From an optimization exercise on the open Yosys and OpenROAD flow, aimed at small area, a short achievable clock period and few clock cycles per item; shortcuts taken in it are not production practice.
Only simulation tests tie the RTL to the original design; equivalence was not proved.
No activity file was given, so power comes from the tool's default toggle rates.

==> module fp32_add_s1, before the edit <==
module fp32_add_s1 (
    input  wire [31:0] a,
    input  wire [31:0] b,
    input  wire        sub,
    input  wire        a_ez,       
    input  wire        b_ez,       
    output wire [27:0] sum,        
    output wire [7:0]  ebig,       
    output wire        sgn,        
    output wire        esub,       
    output wire [1:0]  spc         
);
    wire        sb = b[31] ^ sub;
    wire a_e0 = a_ez;
    wire b_e0 = b_ez;
    wire a_e1 = (a[30:23] == 8'hFF);
    wire b_e1 = (b[30:23] == 8'hFF);
    wire a_f0 = (a[22:0] == 23'd0);
    wire b_f0 = (b[22:0] == 23'd0);
    wire a_nan = a_e1 & ~a_f0;
    wire b_nan = b_e1 & ~b_f0;
    wire a_inf = a_e1 & a_f0;
    wire b_inf = b_e1 & b_f0;
    wire a_zero = a_e0 & a_f0;
    wire b_zero = b_e0 & b_f0;
    assign spc = (a_nan | b_nan | (a_inf & b_inf & (a[31] != sb))) ? 2'd3 :
                 (a_inf | b_inf) ? 2'd2 : 2'd0;
    assign esub = a[31] ^ sb;
    wire [7:0]  xa  = {a[30:24], a[23] | a_e0};
    wire [7:0]  xb  = {b[30:24], b[23] | b_e0};
    wire [23:0] mxa = {~a_e0, a[22:0]};
    wire [23:0] mxb = {~b_e0, b[22:0]};
    wire [8:0]  dab = {1'b0, xa} - {1'b0, xb};
    wire [7:0]  dba = xb - xa;
    wire        ge  = ~dab[8];                   
    wire        eq  = (xa == xb);
    wire [7:0]  d   = ge ? dab[7:0] : dba;
    assign ebig = ge ? xa : xb;
    wire [23:0] mbig = ge ? mxa : mxb;
    wire [23:0] msml = ge ? mxb : mxa;
    wire [4:0]  tza, tzb;
    fp_tzc32 u_tza (.v({8'h00, mxa}), .n(tza));
    fp_tzc32 u_tzb (.v({8'h00, mxb}), .n(tzb));
    wire [4:0]  tzs  = ge ? tzb : tza;
    wire        s_nz = ge ? ~b_zero : ~a_zero;
    wire [4:0]  dc  = (d > 8'd26) ? 5'd27 : d[4:0];
    wire [26:0] msx = {msml, 3'b000};
    wire [26:0] ash = msx >> dc;
    wire [8:0]  tz3 = {4'd0, tzs} + 9'd3;
    wire        st  = s_nz & ({1'b0, d} > tz3);
    wire [26:0] asml = {ash[26:1], ash[0] | st};
    wire [27:0] bx   = {1'b0, mbig, 3'b000};
    wire [27:0] sumf;
    fp_pfx_add #(.N(28)) u_sum (.a(bx), .b({1'b0, asml} ^ {28{esub}}), .cin(esub), .s(sumf));
    wire [24:0] dn_ab;
    wire [23:0] dn_ba;
    fp_pfx_add #(.N(25), .L(5)) u_dab (.a({1'b0, mxa}), .b(~{1'b0, mxb}), .cin(1'b1), .s(dn_ab));
    fp_pfx_add #(.N(24), .L(5)) u_dba (.a(mxb), .b(~mxa), .cin(1'b1), .s(dn_ba));
    wire        b_gt  = dn_ab[24];               
    wire [23:0] dn    = b_gt ? dn_ba : dn_ab[23:0];
    assign sum = (eq & esub) ? {1'b0, dn, 3'b000} : sumf;
    assign sgn = eq ? (b_gt ? sb : a[31]) : (ge ? a[31] : sb);
endmodule
clock: 25.0 ns
lec_check: 0
abc_area: 1
cap_margin: 20
core_margin: 2
core_utilization: 45
slew_margin: 70
run.sh (not shown) runs the stock make flow with config.mk's settings and CLKGATE_MAP_FILE= SYNTH_SCRIPT=/design/flow/synth_recipe.tcl, a recipe that flattens the netlist after the stock synthesis.
Testbench counts at the start, summed over its fixed seeds: cycles 80,120, items 8,000.
==> next run, changes <==
--- a/flow/design.v
+++ b/flow/design.v
@@ -808,23 +808,20 @@
     wire [8:0]  dab = {1'b0, xa} - {1'b0, xb};
     wire [7:0]  dba = xb - xa;
     wire        ge  = ~dab[8];                   
     wire        eq  = (xa == xb);
-    wire [7:0]  d   = ge ? dab[7:0] : dba;
     assign ebig = ge ? xa : xb;
     wire [23:0] mbig = ge ? mxa : mxb;
-    wire [23:0] msml = ge ? mxb : mxa;
     wire [4:0]  tza, tzb;
     fp_tzc32 u_tza (.v({8'h00, mxa}), .n(tza));
     fp_tzc32 u_tzb (.v({8'h00, mxb}), .n(tzb));
-    wire [4:0]  tzs  = ge ? tzb : tza;
-    wire        s_nz = ge ? ~b_zero : ~a_zero;
-    wire [4:0]  dc  = (d > 8'd26) ? 5'd27 : d[4:0];
-    wire [26:0] msx = {msml, 3'b000};
-    wire [26:0] ash = msx >> dc;
-    wire [8:0]  tz3 = {4'd0, tzs} + 9'd3;
-    wire        st  = s_nz & ({1'b0, d} > tz3);
-    wire [26:0] asml = {ash[26:1], ash[0] | st};
+    wire [4:0]  dc_b  = (dab[7:0] > 8'd26) ? 5'd27 : dab[4:0];
+    wire [26:0] ash_b = {mxb, 3'b000} >> dc_b;
+    wire        st_b  = ~b_zero & ({1'b0, dab[7:0]} > {4'd0, tzb} + 9'd3);
+    wire [4:0]  dc_a  = (dba > 8'd26) ? 5'd27 : dba[4:0];
+    wire [26:0] ash_a = {mxa, 3'b000} >> dc_a;
+    wire        st_a  = ~a_zero & ({1'b0, dba} > {4'd0, tza} + 9'd3);
+    wire [26:0] asml  = ge ? {ash_b[26:1], ash_b[0] | st_b} : {ash_a[26:1], ash_a[0] | st_a};
     wire [27:0] bx   = {1'b0, mbig, 3'b000};
     wire [27:0] sumf;
     fp_pfx_add #(.N(28)) u_sum (.a(bx), .b({1'b0, asml} ^ {28{esub}}), .cin(esub), .s(sumf));
     wire [24:0] dn_ab;
Cell area increases by 1.6%.
First-iteration DRC count rises by 7.3%.
Clock-buffer cell count rises by 4.
Setup slack gets worse by 250 ps.
Worst hold slack stays flat.
Combinational power hardly moves.
Synthesized area came out higher by 1.4%.
Die area climbs by 1.4%.
Non-clock buffer count went down by 4.
Routed wire length rises by 5.5%.
Testbench counts after the change, summed over its fixed seeds: cycles 80,120, items 8,000.

## port drivers added, routing unchanged
No port has a modelled driver above. Below, the same layouts with a new extraction and two added sets of constraints. Step 1 sets driving cells, clkbuf_16 on the clock port and buf_2 on the other inputs (assumed; they add their load-dependent delay and slew). Step 2, shift: input delay + t, output delay - t, t = (earliest + latest rising clock arrival at the registers) / 2. This alone moves slack from input paths to output paths. Slacks: ideal ports / drivers / drivers and shift; pairs: ideal ports / drivers.
run | shift t [ns] | setup slack, ns | worst setup path at the end | worst register clock-pin slew, ns | pins driven straight from the clock port
the first run | 0.907 | 16.854 / 16.854 / 16.854 | register to register | 0.07 / 0.07 | 1
the second run | 0.907 | 16.603 / 16.603 / 16.603 | register to register | 0.07 / 0.07 | 1
After both steps setup and hold are still met in every run listed.
